What follows belongs to an exercise in optimizing a design on an open flow for small area; a production flow would make more cautious choices. Function was checked by simulation only, so behaviour that the tests miss may differ from the original. Power is estimated from default activity; no workload was simulated.

==> run Z <==
==> flow/design.v (excerpt) <==
module ppmdec (
    input  wire        clk,
    input  wire        rst,
    input  wire        edge_valid,
    input  wire [15:0] edge_ts,
    input  wire        tick,
    input  wire        frame_ack,
    input  wire [7:0]  rd_idx,
    input  wire [63:0] ctl_in,
    output wire [15:0] rd_cap,
    output wire [15:0] rd_dif,
    output wire        rd_oob,
    output wire [31:0] status,
    output wire [7:0]  qual,
    output wire        failsafe,
    output wire        sig_ok,
    output wire        update_en,
    output wire        frame_ready,
    output wire [63:0] ctl_out,
    output reg  [2:0]  ev_class,
    output wire [15:0] ev_width
);
clock: 30.0 ns
lec_check: 0
abc_area: 0
abc_clock_period_in_ps: 30000
cap_margin: 0
core_margin: 2
core_utilization: 40
place_density: 0.6
slew_margin: 0
synth_hierarchical: 1
synth_minimum_keep_size: 0
standard.sh (not shown) runs the stock make flow with config.mk's settings and CLKGATE_MAP_FILE= SYNTH_SCRIPT=/design/flow/synth_recipe.tcl, a recipe that flattens the netlist after the stock synthesis.
==> flow/flow/run.sh <==
#!/bin/bash
# Own layout flow: the standard ORFS flow (standard.sh) with three changes:
# - after synthesis, combinational cells are swapped to their smallest drive
#   strength (flow/downsize.tcl); later repair steps size up where needed;
# - the port buffers use the smallest buffer cell;
# - the clock tree is built from mid-size clock buffers in larger clusters,
#   without dummy loads.
set -euo pipefail
export POST_SYNTH_TCL="$(pwd)/flow/downsize.tcl"
export BUFFER_PORTS_ARGS="-buffer_cell sky130_fd_sc_hd__buf_1"
export CTS_ARGS="-sink_clustering_enable -repair_clock_nets -buf_list sky130_fd_sc_hd__clkbuf_8 -sink_clustering_size 16 -sink_clustering_max_diameter 150 -dont_use_dummy_load"
bash standard.sh finish > standard.log 2>&1
==> flow/flow/downsize.tcl <==
# Run after synthesis (POST_SYNTH_TCL): swap each combinational cell for the
# smallest-area cell of the same family (same name up to the drive-strength
# suffix, hence the same function and pins). Registers, buffers and clock
# cells are left as synthesis made them; later repair steps size up again
# wherever timing, slew or capacitance needs it.
set db [ord::get_db]
set block [ord::get_db_block]
set n 0
foreach inst [$block getInsts] {
  set master [$inst getMaster]
  set name [$master getName]
  if {![regexp {^(sky130_fd_sc_hd__[a-z0-9]+)_([0-9]+)$} $name -> base drive]} { continue }
  if {[regexp {^sky130_fd_sc_hd__(s?e?df|dl|conb|clk|buf|tap|fill|decap|lpflow)} $name]} { continue }
  set best $master
  set best_area [expr {[$master getWidth] * [$master getHeight]}]
  foreach d {0 1 2} {
    set m [$db findMaster "${base}_$d"]
    if {$m eq "NULL" || $m eq ""} { continue }
    set a [expr {[$m getWidth] * [$m getHeight]}]
    if {$a < $best_area} {
      set best $m
      set best_area $a
    }
  }
  if {$best ne $master} {
    $inst swapMaster $best
    incr n
  }
}
puts "downsize: swapped $n cells to a smaller drive strength"
==> inputs of run G, as changes to run Z <==
--- a/flow/design.v
+++ b/flow/design.v
@@ -24,25 +24,16 @@
 module ppm_or2 (input a, input b, output y);
     assign y = a | b;
 endmodule
 module ppm_o21ai (input a1, input a2, input b, output y);
     assign y = ~((a1 | a2) & b);
 endmodule
 module ppm_nor3 (input a, input b, input c, output y);
     assign y = ~(a | b | c);
-endmodule
-module ppm_nor2 (input a, input b, output y);
-    assign y = ~(a | b);
-endmodule
-module ppm_nor4 (input a, input b, input c, input d, output y);
-    assign y = ~(a | b | c | d);
-endmodule
-module ppm_inv (input a, output y);
-    assign y = ~a;
 endmodule
 module ppm_sel16h (input [15:0] sel, input [15:0] din, output u, output v);
     wire [5:0] t;
     genvar i;
     generate
         for (i = 0; i < 5; i = i + 1) begin : g_t
             ppm_aoi222 u_a (.a1(sel[3*i]), .a2(din[3*i]), .b1(sel[3*i+1]), .b2(din[3*i+1]),
                             .c1(sel[3*i+2]), .c2(din[3*i+2]), .y(t[i]));
@@ -145,18 +136,16 @@
     localparam [10:0] ZERO_CODE = 11'h100;
     reg  [15:0] nprev;           
     reg  [4:0]  idx;             
     reg  [10:0] cap_c  [0:15];   
     reg  [10:0] prev_c [0:15];   
     reg         frame_rdy_q;
     reg  [7:0]  qual_q;
     genvar b, k;
-    wire nrst;
-    ppm_inv u_nrst (.a(rst), .y(nrst));
     wire [15:0] width;
     ppm_width u_width (.ts(edge_ts), .nprev(nprev), .w(width));
     wire is_sync, is_data;
     ppm_cls u_cls (.w(width), .is_sync(is_sync), .is_data(is_data));
     wire in_range = !idx[4];
     wire qinc     = edge_valid & is_data;
     wire do_store = qinc & in_range;
     wire fr_set   = do_store & (idx[3] | idx[2] | (idx[1] & idx[0]));
@@ -178,81 +167,51 @@
             ppm_and2 u_a (.a(width[b]), .b(ev_on), .y(ev_width[b]));
         end
     endgenerate
     assign failsafe = (qual_q == 8'd0);
     wire [7:0] q_plus = qual_q + 8'd10;
     wire [7:0] q1  = qinc ? ((qual_q > 8'd190) ? 8'd200 : q_plus) : qual_q;
     wire       dec = tick & (qinc | ~failsafe);      
     wire [7:0] q2  = q1 - {7'd0, dec};
-    wire [10:0] wcode;
-    generate
-        for (b = 0; b < 11; b = b + 1) begin : g_wc
-            if (ZERO_CODE[b]) begin : g_one
-                ppm_or2 u_o (.a(width[b+1]), .b(rst), .y(wcode[b]));
-            end else begin : g_zero
-                ppm_and2 u_a (.a(width[b+1]), .b(nrst), .y(wcode[b]));
-            end
-        end
-    endgenerate
-    wire        nprev_en = rst | edge_valid;
-    wire [15:0] nprev_d;
-    generate
-        for (b = 0; b < 16; b = b + 1) begin : g_np
-            ppm_nand2 u_n (.a(edge_ts[b]), .b(nrst), .y(nprev_d[b]));
-        end
-    endgenerate
-    always @(posedge clk)
-        if (nprev_en)
-            nprev <= nprev_d;
+    wire [10:0] wcode = rst ? ZERO_CODE : width[11:1];
     always @(posedge clk) begin
         if (rst) begin
+            nprev       <= 16'hFFFF;
             idx         <= 5'd0;
             frame_rdy_q <= 1'b0;
             qual_q      <= 8'd0;
         end else begin
             if (edge_valid) begin
+                nprev <= ~edge_ts;
                 if (is_sync)
                     idx <= 5'd0;
                 else if (do_store)
                     idx <= idx + 5'd1;
             end
             qual_q      <= q2;
             frame_rdy_q <= fr_set | (frame_rdy_q & ~frame_ack);
         end
     end
-    wire [3:0] wna, wnb;
-    generate
-        for (k = 0; k < 4; k = k + 1) begin : g_wpre
-            assign wna[k] = ~(do_store & (idx[1:0] == k));
-            assign wnb[k] = ~(idx[3:2] == k);
-        end
-    endgenerate
     generate
         for (k = 0; k < 16; k = k + 1) begin : g_slot
-            wire we;
-            ppm_o21ai u_we (.a1(wna[k % 4]), .a2(wnb[k / 4]), .b(nrst), .y(we));
+            wire we = rst | (do_store & (idx[3:0] == k));
             always @(posedge clk) begin
                 if (we) begin
                     cap_c[k]  <= wcode;
                     prev_c[k] <= cap_c[k];
                 end
             end
         end
     endgenerate
     assign rd_oob = |rd_idx[7:4];
     wire [15:0] rsel;
-    wire [3:0]  rna, rnb;
-    generate
-        for (k = 0; k < 4; k = k + 1) begin : g_rpre
-            assign rna[k] = ~(rd_idx[1:0] == k);
-            assign rnb[k] = ~(!rd_oob && (rd_idx[3:2] == k));
-        end
+    generate
         for (k = 0; k < 16; k = k + 1) begin : g_rsel
-            ppm_nor2 u_s (.a(rna[k % 4]), .b(rnb[k / 4]), .y(rsel[k]));
+            assign rsel[k] = !rd_oob && (rd_idx[3:0] == k);
         end
     endgenerate
     wire [10:0] cu, cv, pu, pv;
     generate
         for (b = 0; b < 11; b = b + 1) begin : g_rd
             wire [15:0] cbits, pbits;
             for (k = 0; k < 16; k = k + 1) begin : g_b
                 assign cbits[k] = cap_c[k][b];
@@ -266,17 +225,17 @@
     generate
         for (b = 0; b < 11; b = b + 1) begin : g_rc
             ppm_or2 u_o (.a(cu[b]), .b(cv[b]), .y(rc[b]));
         end
     endgenerate
     wire rc_zero = ~rc[10] & ~rc[9] & rc[8];
     wire nz      = ~(rd_oob | rc_zero);
     wire [11:0] cap12;
-    ppm_nor4 u_c11 (.a(rc[10]), .b(rc[9]), .c(rc[8]), .d(rd_oob), .y(cap12[11]));
+    ppm_nor3 u_c11 (.a(rc[10]), .b(rc[9]), .c(rc[8] | rd_oob), .y(cap12[11]));
     assign cap12[10:9] = rc[10:9];
     assign cap12[8]    = rc[8] & (rc[10] | rc[9]);
     assign cap12[7:0]  = rc[7:0];
     wire [10:0] nrp;
     generate
         for (b = 0; b < 11; b = b + 1) begin : g_rp
             if (b == 8) begin : g_8
                 ppm_nor3 u_n (.a(pu[b]), .b(pv[b]), .c(~nz), .y(nrp[b]));
==> flow/flow/run.sh (replaced) <==
#!/bin/bash
# Own layout flow: the standard ORFS flow (standard.sh) unchanged, except
# that the port buffers use the smallest buffer cell and the clock tree is
# built from mid-size clock buffers in larger clusters, without dummy loads.
set -euo pipefail
export BUFFER_PORTS_ARGS="-buffer_cell sky130_fd_sc_hd__buf_1"
export CTS_ARGS="-sink_clustering_enable -repair_clock_nets -buf_list sky130_fd_sc_hd__clkbuf_8 -sink_clustering_size 16 -sink_clustering_max_diameter 150 -dont_use_dummy_load"
bash standard.sh finish > standard.log 2>&1
Settings changed: CAP_MARGIN 0 to 20, CORE_UTILIZATION 40 to 65, PLACE_DENSITY 0.6 to 0.8, SLEW_MARGIN 0 to 20.
removed: flow/flow/downsize.tcl
==> comparison <==
Die area: run Z is higher than run G (58%).
Between run Z and run G, the lower power is in run G (gap about 5.4%, measured against run G).
Of run Z and run G, run G has the higher register-to-register slack (gap 0.92 ns).
In run G the non-clock buffer count is higher than in run Z, by 4.
Of run G and run Z, run Z has the higher sequential power (gap about 3.3%, measured against run Z).
Between run Z and run G, the lower first-iteration DRC count is in run Z (gap 22%, measured against run G).
Count of clock-buffer cells in the layout is the same in run G and run Z.
Run G completed without violations. Run Z completed with no timing, DRC or antenna violations.
In flip-flop and latch count, run Z and run G do not differ.

==> afterwards: timing with drivers on the ports <==
How much do the figures lean on ideal ports? The routed layouts below were timed once more, with nothing changed but the port constraints.
Step 1 (the two cells are an assumption about what drives the block):
set clk [get_ports {clk}]
set_driving_cell -lib_cell sky130_fd_sc_hd__clkbuf_16 $clk
set_driving_cell -lib_cell sky130_fd_sc_hd__buf_2 [delete_from_list [all_inputs] $clk]
Step 2 adds t to the input delays and takes it off the output delays; t is the mean of the earliest and latest rising clock arrival at the registers after step 1. Input paths then give back, and output paths get back, about the clock's delay inside the block.
a / b / c = no drivers / after step 1 / after step 2; a / b = the first two.
run	shift t [ns]	setup WS [ns]	worst hold slack (ns)	worst setup path at the end	clock arrival spread, ns
run Z	0.614	3.386 / 3.364 / 3.364	0.444 / 0.444 / 0.444	input to output	0.042 / 0.042
run G	0.625	3.843 / 3.823 / 3.823	0.417 / 0.417 / 0.417	input to output	0.044 / 0.045
After both steps setup and hold are still met in every run listed. For run Z, which loses most, drivers alone change the setup slack by -0.022 ns; drivers and shift together by -0.022 ns.
